Source: an optimization exercise on an open RTL-to-GDS flow (aim: small area). Production flows keep margins and buffers that such runs may drop. Function was checked by simulation only, so behaviour that the tests miss may differ from the original. Power is estimated from default activity; no workload was simulated.

epsilon:
// twms
module twms (
  input  logic        clk,
  input  logic        rst,           
  input  logic        cmd_valid,
  input  logic [1:0]  cmd_port,      
  input  logic [31:0] cmd_word,
  output logic        rsp_valid,
  output logic        rsp_ok,
  output logic [31:0] rsp_data,
  output logic [1:0]  bo0_cnt,       
  output logic [10:0] bo0_act0,
  output logic [10:0] bo0_act1,
  output logic [1:0]  bo1_cnt,       
  output logic [10:0] bo1_act0,
  output logic [10:0] bo1_act1,
  output logic        sleep_valid,   
  output logic [2:0]  sleep_level,
  output logic        pwr_asleep,    
  output logic [2:0]  pwr_level,
  output logic        halt,          
  output logic [2:0]  fcode,
  output logic [7:0]  finfo
);
Size: ~1200 cells after synthesis, about 210 flip-flops, ~140 I/O pins, ~11000 um^2 of cells after synthesis.
==> flow/config.mk <==
export PLATFORM = sky130hd
export DESIGN_NAME = twms
export DESIGN_NICKNAME = twms
export VERILOG_FILES = /design/flow/design.v
export SDC_FILE = /design/flow/constraint.sdc
export NUM_CORES = 4
export LEC_CHECK = 0
export ABC_AREA = 1
export CAP_MARGIN = 20
export CORE_MARGIN = 2
export CORE_UTILIZATION = 40
export PLACE_DENSITY = 0.6
export SLEW_MARGIN = 20
==> flow/constraint.sdc <==
create_clock -name core_clock -period 10.0 [get_ports {clk}]
set_input_delay 2.0000 -clock core_clock [delete_from_list [all_inputs] [get_ports {clk}]]
set_output_delay 2.0000 -clock core_clock [all_outputs]
set_load 0.01 [all_outputs]
standard.sh (not shown) runs the stock make flow with config.mk's settings and CLKGATE_MAP_FILE= SYNTH_SCRIPT=/design/flow/synth_recipe.tcl, a recipe that flattens the netlist after the stock synthesis.
==> flow/flow/run.sh <==
#!/bin/bash
# The standard layout (standard.sh) with two changes: the port buffers are
# the smallest buffer (buf_1), and the clock tree uses clkbuf_8 buffers with
# clusters of at most 14 sinks and no dummy loads.
set -euo pipefail
bash standard.sh \
  "BUFFER_PORTS_ARGS=-buffer_cell sky130_fd_sc_hd__buf_1" \
  "CTS_ARGS=-sink_clustering_enable -repair_clock_nets -dont_use_dummy_load -buf_list sky130_fd_sc_hd__clkbuf_8 -root_buf sky130_fd_sc_hd__clkbuf_8 -sink_clustering_size 14 -sink_clustering_max_diameter 60" \
  finish > standard.log 2>&1
epsilon: PASS, flow complete, no timing, DRC or antenna violations
For beta, these inputs were changed with respect to epsilon:
--- a/flow/design.v
+++ b/flow/design.v
@@ -300,20 +300,22 @@
     if (rst | fatal) begin
       fcode_q <= fcode_new & {2{~rst}};
       finfo_q <= finfo_new & {6{~rst}};
     end
     if (rst | (ex & (op[10] | op[16])) | sub) asleep_q <= ~rst & ex & op[10];
     rsp_valid_q <= ~rst & cmd_valid;
     emit_q      <= ~rst & emit;
   end
   always_ff @(posedge clk) begin
+    for (int x = 0; x < 2; x++)
+      if ((xs | (sub & (st[2] | (st[1] & st[0])))) & (b == x[0]))
+        paddr_q[x] <= cmd_word[24:18] & {7{cmd_valid & ~cmd_word[31]}};
     if (xs) begin
-      paddr_q[b] <= cmd_word[24:18];
       raddr_q[b] <= cmd_word[17:10];
       evid_q[b]  <= cmd_word[4:0];
     end
     if (ex & op[10]) plevel_q <= cda;
     rsp_code_q <= rsp_code;
     step_bus_q <= b;
   end
   logic [2:0] so;         
   logic [2:0] so_ext;
@@ -365,19 +367,19 @@
       3'd5:       a0 = 11'h200;                                     
       3'd6:       a0 = mode_q[step_bus_q] ? 11'h300 : {3'b100, lane_o};  
       default:    a0 = {3'b100, lane_o};                            
     endcase
   end
   assign bo0_cnt  = step_bus_q ? 2'b0 : cnt;
   assign bo1_cnt  = step_bus_q ? cnt : 2'b0;
   assign bo0_act0 = a0;
   assign bo1_act0 = a0;
-  assign bo0_act1 = {~so[2], 1'b0, so[2], paddr_q[0] & {7{~so[2]}}, so[1] & so[0]};
-  assign bo1_act1 = {~so[2], 1'b0, so[2], paddr_q[1] & {7{~so[2]}}, so[1] & so[0]};
+  assign bo0_act1 = {~so[2], 1'b0, so[2], paddr_q[0], so[1] & so[0]};
+  assign bo1_act1 = {~so[2], 1'b0, so[2], paddr_q[1], so[1] & so[0]};
   assign sleep_valid = rsp_valid_q & ok & (kind == R_SLEEP);
   assign sleep_level = plevel_q;
   assign pwr_asleep  = asleep_q;
   assign pwr_level   = plevel_q;
   assign halt        = halt_q;
   assign fcode       = {1'b0, fcode_q};
   assign finfo       = {2'b0, finfo_q};
 endmodule
--- outcome ---
- beta reports a higher combinational power than epsilon does.
- Delta (beta minus epsilon): number of endpoints with negative hold slack in the final report closely matched the old numbers, final worst setup slack increased by 510 ps relative to the old numbers, overall die height increased by about 0.34% relative to the old numbers.
- Summary: with epsilon as the reference, wire length on met2 in beta moved down slightly.
- Looking at critical path depth, beta sits 1 below epsilon.
- Diff epsilon -> beta | aggregate global-route resource usage | increase of 0.44 points
- In the reports for epsilon and beta, the larger vias per cell belongs to beta.
- Routed wire length on met3 grows by more than a quarter when moving from epsilon to beta.
- Of epsilon and beta, epsilon shows the lower maximum vdd ir drop, with beta above it.
- beta vs epsilon — share of total power in the clock network rose 0.2 points.
- In the reports for epsilon and beta, the smaller cell area belongs to epsilon.
- Maximum clock rate: epsilon and beta compared, lower one is epsilon


twms, a different RTL version from the one above (not shown whole).
For scale: roughly 210 flip-flops, ~140 I/O pins.
==> flow/config.mk <==
export PLATFORM = sky130hd
export DESIGN_NAME = twms
export DESIGN_NICKNAME = twms
export VERILOG_FILES = /design/flow/design.v
export SDC_FILE = /design/flow/constraint.sdc
export NUM_CORES = 4
export LEC_CHECK = 0
export ABC_AREA = 1
export CAP_MARGIN = 20
export CORE_MARGIN = 2
export CORE_UTILIZATION = 40
export PLACE_DENSITY = 0.6
export SLEW_MARGIN = 20
==> flow/constraint.sdc <==
create_clock -name core_clock -period 10.0 [get_ports {clk}]
set_input_delay 2.0000 -clock core_clock [delete_from_list [all_inputs] [get_ports {clk}]]
set_output_delay 2.0000 -clock core_clock [all_outputs]
set_load 0.01 [all_outputs]
Scripts as last shown in full above: flow/flow/run.sh
The baseline ran to the end with no violations.
Then changed:
--- a/flow/design.v
+++ b/flow/design.v
@@ -259,43 +259,43 @@
       if (rst | (ex & op[12] & (b == x[0]) & (cmd_word[23:22] == 2'd1))) rxdata_q[x] <= wdr;
     end
     for (int i = 0; i < 32; i++)
       if (rst | (ev_we & (ev_idx == i[4:0]))) ev_q[i] <= evr;
   end
   logic [1:0] rem_in;
   assign rem_in = xs ? cmd_word[8:7] : {rem_b[1] ~^ rem_b[0], ~rem_b[0]};
   always_ff @(posedge clk) begin
     for (int x = 0; x < 2; x++) begin
       if (rst | (st_we & (b == x[0])))      state_q[x] <= st_new & {3{~rst}};
       if (rst | (xs & (b == x[0])))         mode_q[x]  <= cmd_word[25] & ~rst;
+      if (rst | (rem_we & (b == x[0])))     rem_q[x]   <= rem_in & {2{~rst}};
       if (rst | (ex & op[13] & (b == x[0]))) ien_q[x]  <= cmd_word[2:0] | {3{rst}};
       for (int f = 0; f < 3; f++)
         if (rst | (ex & op[12] & (b == x[0]) & (cmd_word[23:22] == f[1:0])) |
             (dlv & (dlv_bus == x[0]) & (dlv_kind == f[1:0])))
           if_q[x][f] <= ~rst & cmd_valid;
     end
     for (int l = 0; l < 5; l++)
       if (rst | ((v_inc | v_dec) & (lvl == l[2:0]))) vote_q[l] <= vnew & {3{~rst}};
     if (rst | fatal) begin
       fcode_q <= fcode_new & {2{~rst}};
       finfo_q <= finfo_new & {6{~rst}};
     end
     if (rst | (ex & (op[10] | op[16])) | sub) asleep_q <= ~rst & ex & op[10];
     rsp_valid_q <= ~rst & cmd_valid;
     emit_q      <= ~rst & emit;
   end
   always_ff @(posedge clk) begin
     for (int x = 0; x < 2; x++)
       if ((xs | (sub & (st[2] | (st[1] & st[0])))) & (b == x[0]))
         paddr_q[x] <= cmd_word[24:18] & {7{cmd_valid & ~cmd_word[31]}};
-    if (rem_we) rem_q[b] <= rem_in;
     if (xs) begin
       raddr_q[b] <= cmd_word[17:10];
       evid_q[b]  <= cmd_word[4:0];
     end
     if (ex & op[10]) plevel_q <= cda;
     rsp_code_q <= rsp_code;
     step_bus_q <= b;
   end
   logic [2:0] so;         
   logic [2:0] so_ext;
   logic [31:0] bsel;
Count of clock-buffer cells in the layout stays the same.
Power went up by 1.2%.
Non-clock buffer count went down by 2.
Setup slack gets worse by 0.33 ns.
Wire length went up by 1.9%.
Area after synthesis went up by about 0.7%.
Critical path depth went down by 1.
Final area went up by about 0.44%.
Final cell count hardly moves.
Core utilization is about the same.
Register-to-register slack gets worse by 0.62 ns.

[re-timing with driven ports]
How much do the figures lean on ideal ports? The routed layouts below were timed once more, with nothing changed but the port constraints. Step 1, drivers: a clkbuf_16 drives clk and a buf_2 each remaining input, both assumed. Step 2 moves the port delays by t, midway between the first and last clock arrival at a register: inputs arrive t later, outputs are due t later. That takes back most of the time a late clock gives input paths. Three values: ideal, step 1, step 2; two values: the first two.
| run | t, ns | slack for setup (ns) | hold WS [ns] |
|---|---|---|---|
| epsilon | 0.550 | 3.876 / 3.892 / 3.342 | 0.736 / 0.736 / 0.736 |
| beta | 0.566 | 4.389 / 4.344 / 4.006 | 0.733 / 0.733 / 0.733 |
| the first run of note 2 | 0.562 | 4.463 / 4.423 / 4.528 | 0.723 / 0.723 / 0.723 |
| the second run of note 2 | 0.566 | 4.133 / 4.088 / 4.253 | 0.706 / 0.706 / 0.706 |
After both steps setup and hold are still met in every run listed. For epsilon, which loses most, drivers alone change the setup slack by +0.016 ns; drivers and shift together by -0.534 ns.
